This design comes from an exercise in tuning for small area, a short achievable clock period and few clock cycles per item on the open sky130 flow, not from production work.
Only simulation tests tie the RTL to the original design; equivalence was not proved.
No activity file was given, so power comes from the tool's default toggle rates.

## bf16_alu
module bf16_alu (
    input  wire        clk,
    input  wire        rst,         
    input  wire        in_valid,
    output wire        in_ready,
    input  wire [2:0]  op,
    input  wire [15:0] a,
    input  wire [15:0] b,
    output reg         out_valid,
    output reg  [15:0] r
);
Size in the first run: roughly 1,500 cells after synthesis, roughly 56 I/O pins, roughly 10,000 sq um of cells after synthesis.
==> module bf16_div, before the edit <==
module bf16_div #(parameter N = 3) (
    input  wire [6:0]  a_nm,
    input  wire [6:0]  b_nm,
    output wire        ge,         
    output reg  [7:0]  rem,        
    output reg  [6:0]  mq          
);
    wire [7:0] x = {1'b1, a_nm};
    wire [7:0] y = {1'b1, b_nm};
    wire [7:0] cg;
    assign cg[0] = 1'b1;
    genvar j;
    generate
        for (j = 0; j < 7; j = j + 1) begin : g
            assign cg[j + 1] = (a_nm[j] & ~b_nm[j]) | (a_nm[j] & cg[j]) | (~b_nm[j] & cg[j]);
        end
    endgenerate
    assign ge = cg[7];
    wire [8:0] xs = ge ? {1'b0, x} : {x, 1'b0};
    wire [8:0] d0;
    bf16_rca #(.W(9)) u_d0 (.a(xs), .b(~{1'b0, y}), .ci(1'b1), .s(d0), .co());      
    function [8:0] rsub(input [7:0] r, input [7:0] yy);
        reg [9:0] c;
        reg [8:0] u, w;
        integer j;
        begin
            u = {r, 1'b0}; w = ~{1'b0, yy}; c[0] = 1'b1;
            for (j = 0; j < 9; j = j + 1) begin
                rsub[j] = u[j] ^ w[j] ^ c[j];
                c[j + 1] = (u[j] & w[j]) | (u[j] & c[j]) | (w[j] & c[j]);
            end
            rsub[8] = c[9];
        end
    endfunction
    reg  [8:0] t;
    integer i;
    always @* begin
        rem = d0[7:0];
        mq  = 7'd0;
        for (i = 6; i > 6 - N; i = i - 1) begin
            if (i > 6 - 2) begin
                t     = rsub(rem, y);
                mq[i] = t[8] | rem[7];
            end else begin
                t     = {rem, 1'b0} - {1'b0, y};
                mq[i] = ~t[8] | rem[7];
            end
            if (mq[i]) rem = t[7:0];
            else       rem = {rem[6:0], 1'b0};
        end
    end
endmodule
==> module bf16_div_fin, before the edit <==
module bf16_div_fin #(parameter N = 3) (
    input  wire [7:0]  rem_in,
    input  wire [6:0]  b_nm,
    input  wire [6:0]  mq_in,
    output reg  [6:0]  mq
);
    wire [7:0] y = {1'b1, b_nm};
    reg  [7:0] rem;
    function [8:0] rsub(input [7:0] r, input [7:0] yy);
        reg [9:0] c;
        reg [8:0] u, w;
        integer j;
        begin
            u = {r, 1'b0}; w = ~{1'b0, yy}; c[0] = 1'b1;
            for (j = 0; j < 9; j = j + 1) begin
                rsub[j] = u[j] ^ w[j] ^ c[j];
                c[j + 1] = (u[j] & w[j]) | (u[j] & c[j]) | (w[j] & c[j]);
            end
            rsub[8] = c[9];
        end
    endfunction
    reg  [8:0] t;
    integer i;
    always @* begin
        rem = rem_in;
        mq  = mq_in;
        for (i = 6 - N; i >= 0; i = i - 1) begin
            if (i > 6 - N - 0) begin
                t     = rsub(rem, y);
                mq[i] = t[8] | rem[7];
            end else begin
                t     = {rem, 1'b0} - {1'b0, y};
                mq[i] = ~t[8] | rem[7];
            end
            if (mq[i]) rem = t[7:0];
            else       rem = {rem[6:0], 1'b0};
        end
    end
endmodule
export LEC_CHECK = 0
export ABC_AREA = 1
export CAP_MARGIN = 20
export CORE_MARGIN = 2
export CORE_UTILIZATION = 70
export CTS_BUF_LIST = sky130_fd_sc_hd__clkbuf_4 sky130_fd_sc_hd__clkbuf_8
export PLACE_DENSITY = 0.8
export SLEW_MARGIN = 20
create_clock -name core_clock -period 46.0 [get_ports {clk}]
standard.sh (not shown) runs the stock make flow with config.mk's settings and CLKGATE_MAP_FILE= SYNTH_SCRIPT=/design/flow/synth_recipe.tcl, a recipe that flattens the netlist after the stock synthesis.
==> flow/flow/run.sh <==
#!/bin/bash
# Standard layout, with two changes in how it is made:
# - the port buffers are plain buffers (buf_1) instead of the default delay cell;
# - the resizer's setup repair aims for slack well beyond the 46 ns clock,
#   so that it sizes the critical paths for speed.
export BUFFER_PORTS_ARGS="-buffer_cell sky130_fd_sc_hd__buf_1"
export SETUP_SLACK_MARGIN=36.0
bash standard.sh > standard.log 2>&1
Testbench counts at the start, summed over its fixed seeds: cycles 32,024, items 32,000.
Next try:
--- a/flow/design.v
+++ b/flow/design.v
@@ -230,29 +230,8 @@
     wire [7:0] x = {1'b1, a_nm};
     wire [7:0] y = {1'b1, b_nm};
-    wire [7:0] cg;
-    assign cg[0] = 1'b1;
-    genvar j;
-    generate
-        for (j = 0; j < 7; j = j + 1) begin : g
-            assign cg[j + 1] = (a_nm[j] & ~b_nm[j]) | (a_nm[j] & cg[j]) | (~b_nm[j] & cg[j]);
-        end
-    endgenerate
-    assign ge = cg[7];
+    assign ge = (a_nm >= b_nm);
     wire [8:0] xs = ge ? {1'b0, x} : {x, 1'b0};
     wire [8:0] d0;
     bf16_rca #(.W(9)) u_d0 (.a(xs), .b(~{1'b0, y}), .ci(1'b1), .s(d0), .co());      
-    function [8:0] rsub(input [7:0] r, input [7:0] yy);
-        reg [9:0] c;
-        reg [8:0] u, w;
-        integer j;
-        begin
-            u = {r, 1'b0}; w = ~{1'b0, yy}; c[0] = 1'b1;
-            for (j = 0; j < 9; j = j + 1) begin
-                rsub[j] = u[j] ^ w[j] ^ c[j];
-                c[j + 1] = (u[j] & w[j]) | (u[j] & c[j]) | (w[j] & c[j]);
-            end
-            rsub[8] = c[9];
-        end
-    endfunction
     reg  [8:0] t;
     integer i;
@@ -261,11 +240,6 @@
         mq  = 7'd0;
         for (i = 6; i > 6 - N; i = i - 1) begin
-            if (i > 6 - 2) begin
-                t     = rsub(rem, y);
-                mq[i] = t[8] | rem[7];
-            end else begin
-                t     = {rem, 1'b0} - {1'b0, y};
-                mq[i] = ~t[8] | rem[7];
-            end
+            t     = {rem, 1'b0} - {1'b0, y};
+            mq[i] = ~t[8] | rem[7];
             if (mq[i]) rem = t[7:0];
             else       rem = {rem[6:0], 1'b0};
@@ -281,17 +255,4 @@
     wire [7:0] y = {1'b1, b_nm};
     reg  [7:0] rem;
-    function [8:0] rsub(input [7:0] r, input [7:0] yy);
-        reg [9:0] c;
-        reg [8:0] u, w;
-        integer j;
-        begin
-            u = {r, 1'b0}; w = ~{1'b0, yy}; c[0] = 1'b1;
-            for (j = 0; j < 9; j = j + 1) begin
-                rsub[j] = u[j] ^ w[j] ^ c[j];
-                c[j + 1] = (u[j] & w[j]) | (u[j] & c[j]) | (w[j] & c[j]);
-            end
-            rsub[8] = c[9];
-        end
-    endfunction
     reg  [8:0] t;
     integer i;
@@ -300,11 +261,6 @@
         mq  = mq_in;
         for (i = 6 - N; i >= 0; i = i - 1) begin
-            if (i > 6 - N - 0) begin
-                t     = rsub(rem, y);
-                mq[i] = t[8] | rem[7];
-            end else begin
-                t     = {rem, 1'b0} - {1'b0, y};
-                mq[i] = ~t[8] | rem[7];
-            end
+            t     = {rem, 1'b0} - {1'b0, y};
+            mq[i] = ~t[8] | rem[7];
             if (mq[i]) rem = t[7:0];
             else       rem = {rem[6:0], 1'b0};
=> The changed run produced a clean layout. Design area grows by a few percent. Power grows by a little under a tenth. Global-route usage grows by 1.8 points. Via count grows by a few percent. Worst hold slack gets better by 0.0069 ns. Worst setup slack gets worse by 0.0082 ns. Clock-buffer cell count does not change. Clock skew grows by 0.0030 ns. Utilization grows by 1.2 points.
Testbench counts after the change, summed over its fixed seeds: cycles 32,024, items 32,000.

separate check: timing with driven ports:
Ports are ideal in the flow. The routed layouts listed here were re-timed in OpenROAD. Step 1, drivers: a clkbuf_16 drives clk and a buf_2 each remaining input, both assumed. Step 2 moves the port delays by t, midway between the first and last clock arrival at a register: inputs arrive t later, outputs are due t later. That takes back most of the time a late clock gives input paths. a / b / c = ideal ports / drivers / drivers and shift; a / b = the first two.
| run | shift t [ns] | setup slack, ns | worst setup path after step 2 | clock arrival spread, ns | pins driven straight from the clock port |
|---|---|---|---|---|---|
| the first run | 0.436 | 35.964 / 35.922 / 36.358 | register to output | 0.022 / 0.022 | 1 |
| the second run | 0.442 | 35.956 / 35.912 / 36.354 | register to output | 0.026 / 0.026 | 1 |
After both steps every run listed still meets setup and hold.
